Source: an optimization exercise on an open RTL-to-GDS flow (aim: small area, a short achievable clock period and few clock cycles). Production flows keep margins and buffers that such runs may drop. RTL that was checked went through simulation tests only; none was proved equivalent to the original. Power and IR drop assume default switching activity.

==> flow/design.v (excerpt) <==
module csa20_core (
    input  wire        clk,
    input  wire        rst,           
    output reg         mem_valid,
    output reg         mem_we,
    output reg  [10:0] mem_addr,
    output reg  [19:0] mem_wdata,
    input  wire        mem_ready,
    input  wire [19:0] mem_rdata,
    output wire        halted,
    output wire [1:0]  halt_code,     
    output wire [3:0]  mfr,
    output wire        cc_ov,
    output wire        cc_uf
);
Size: ~890 cells after synthesis, ~180 flip-flops, about 65 I/O pins, ~10000 µm² of cells after synthesis.
export LEC_CHECK = 0
export CAP_MARGIN = 20
export CORE_MARGIN = 2
export CORE_UTILIZATION = 40
export SETUP_SLACK_MARGIN = 5
export SLEW_MARGIN = 20
create_clock -name core_clock -period 10.0 [get_ports {clk}]
run.sh (not shown) runs the stock make flow with config.mk's settings and CLKGATE_MAP_FILE= SYNTH_SCRIPT=/design/flow/synth_recipe.tcl, a recipe that flattens the netlist after the stock synthesis.
The first run finished with timing, DRC and antenna clean.
Testbench counts at the start, summed over its fixed seeds: cycles 19,209.
Next try:
==> flow/flow/run.sh (new file) <==
#!/bin/bash
# The standard layout, with timing repair aiming at 6 ns of setup slack.
set -euo pipefail
export SETUP_SLACK_MARGIN=6
bash standard.sh SETUP_SLACK_MARGIN=6 finish > standard_flow.log 2>&1
==> flow/standard.sh (new file) <==
#!/bin/bash
# synth_recipe.tcl (not shown) runs the flow's synth.tcl, then flattens the netlist and writes it again
# the make line also repeats each setting of config.mk as NAME=value (left out here)
make -C /OpenROAD-flow-scripts/flow DESIGN_CONFIG=/design/flow/config.mk WORK_HOME=/design/flow/orfs CLKGATE_MAP_FILE= SYNTH_SCRIPT=/design/flow/synth_recipe.tcl "${@:-finish}"
Settings changed: SETUP_SLACK_MARGIN 5 to not set.
removed: flow/run.sh
Outcome:
- setup slack improved by 610 ps
- wire length is higher by 6.8%
- hold slack stays flat
- non-clock buffer count goes up by 39
- final area climbs by 4.1%
- clock-buffer cell count is unchanged
- combinational power went up by 11%
- via count went up by 4.8%
- flip-flop and latch count stays the same
- total power is higher by 2.5%
- first-iteration DRC count goes up by 12%

* * *

Setup of exp/maple:
Another version of the RTL of csa20_core (not shown whole).
Size in the first run: roughly 880 cells after synthesis, about 65 I/O pins.
export LEC_CHECK = 0
export CAP_MARGIN = 20
export CORE_MARGIN = 2
export CORE_UTILIZATION = 40
export SLEW_MARGIN = 20
create_clock -name core_clock -period 10.0 [get_ports {clk}]
standard.sh (not shown) runs the stock make flow with config.mk's settings and CLKGATE_MAP_FILE= SYNTH_SCRIPT=/design/flow/synth_recipe.tcl, a recipe that flattens the netlist after the stock synthesis.
==> flow/flow/run.sh <==
#!/bin/bash
# The standard layout, with timing repair aiming at 8 ns of setup slack.
set -euo pipefail
export SETUP_SLACK_MARGIN=8
bash standard.sh SETUP_SLACK_MARGIN=8 finish > standard_flow.log 2>&1
exp/maple ended with every stage complete and zero timing, DRC or antenna violations.
[inputs] exp/cedar vs exp/maple
==> flow/flow/run.sh <==
#!/bin/bash
# The standard layout, with timing repair aiming at 6 ns of setup slack.
set -euo pipefail
export SETUP_SLACK_MARGIN=6
bash standard.sh SETUP_SLACK_MARGIN=6 finish > standard_flow.log 2>&1
==> run summary <==
When exp/cedar is measured against exp/maple, its fmax turns out about 2.7% higher. Share of total power consumed by net switching, exp/maple and exp/cedar: smaller value in exp/cedar. Compared with exp/maple, exp/cedar shows a lower number of signal-net buffers in the layout. Diff exp/maple -> exp/cedar: final weighted congestion in routability-driven placement went up; initial standard-cell utilization of the core did not really move; worst setup slack went up. As far as clock latency at the later pin of the worst-skew pair is concerned, exp/cedar and exp/maple perform about the same.
Here is what was changed in the inputs of exp/yarrow compared with exp/cedar.
Settings: putting SETUP_SLACK_MARGIN at 5 where nothing was set.
==> flow/run.sh (new file) <==
#!/bin/bash
# synth_recipe.tcl (not shown) runs the flow's synth.tcl, then flattens the netlist and writes it again
# the make line also repeats each setting of config.mk as NAME=value (left out here)
make -C /OpenROAD-flow-scripts/flow DESIGN_CONFIG=/design/flow/config.mk WORK_HOME=/design/flow/orfs CLKGATE_MAP_FILE= SYNTH_SCRIPT=/design/flow/synth_recipe.tcl finish
removed: flow/flow/run.sh
removed: flow/standard.sh
Findings:
exp/yarrow ends up with a headroom to the max-slew limit that is 15 points lower than in exp/cedar. The start point of the critical path comes out xf[0]$_DFFE_PP_ in one run and xf[1]$_DFFE_PP_ in the other, namely in exp/cedar and exp/yarrow respectively. Per the comparison of exp/yarrow with exp/cedar, clock network fraction of total power rose by 1.2 points; final layout net count fell by 50; final weighted congestion of routability-driven global placement fell by about 7%; internal reg-to-reg setup slack fell by 0.32 ns; non-clock buffer count fell by 47. As far as area of the die goes, exp/cedar and exp/yarrow are indistinguishable; the numbers are identical. exp/yarrow vs. exp/cedar: total CTS buffers now sits at about the same level, sequential group share of total power +1.7 points, post-layout total power decreased about 4%, share of the clock period used by the worst path rose 4.6 points.
Edits applied to the flow inputs when going from exp/yarrow to exp/xenon:
Settings: ABC_AREA newly set to 1.
==> run summary <==
exp/xenon vs exp/yarrow, power share of the combinational group went up by 7.1 points. | global-route usage | exp/xenon vs exp/yarrow | 2.6 points higher |. exp/xenon vs exp/yarrow, routability congestion estimate went up by 7.2%.
No run of this note included a check of the RTL's function; only the layout flow was run.

## port drivers added, routing unchanged
No port has a modelled driver above. Below, the same layouts with a new extraction and two added sets of constraints.
Step 1: set_driving_cell puts a clkbuf_16 on clk and a buf_2 on each other input, an assumption about the parent block.
Step 2 times the ports against the registers' clock, not the clock port: input delays grow and output delays shrink by t, the midpoint of the rising clock arrivals with the driver on.
Three values: ideal ports, drivers, drivers and shift; two values: the first two.
| run | shift t [ns] | slack for setup (ns) | hold slack, ns |
|---|---|---|---|
| the first run of note 1 | 0.479 | 5.201 / 5.154 / 5.071 | 0.448 / 0.448 / 0.448 |
| the second run of note 1 | 0.479 | 5.815 / 5.769 / 5.652 | 0.446 / 0.446 / 0.446 |
| exp/maple | 0.491 | 5.402 / 5.354 / 5.416 | 0.462 / 0.462 / 0.462 |
| exp/cedar | 0.488 | 5.524 / 5.474 / 5.402 | 0.476 / 0.476 / 0.476 |
| exp/yarrow | 0.486 | 5.065 / 5.018 / 4.641 | 0.479 / 0.479 / 0.479 |
| exp/xenon | 0.485 | 5.084 / 5.035 / 4.857 | 0.468 / 0.468 / 0.468 |
After both steps every run listed still meets setup and hold. The setup slack of exp/yarrow, which loses most, moves by -0.047 ns with the drivers and by -0.424 ns with both steps.
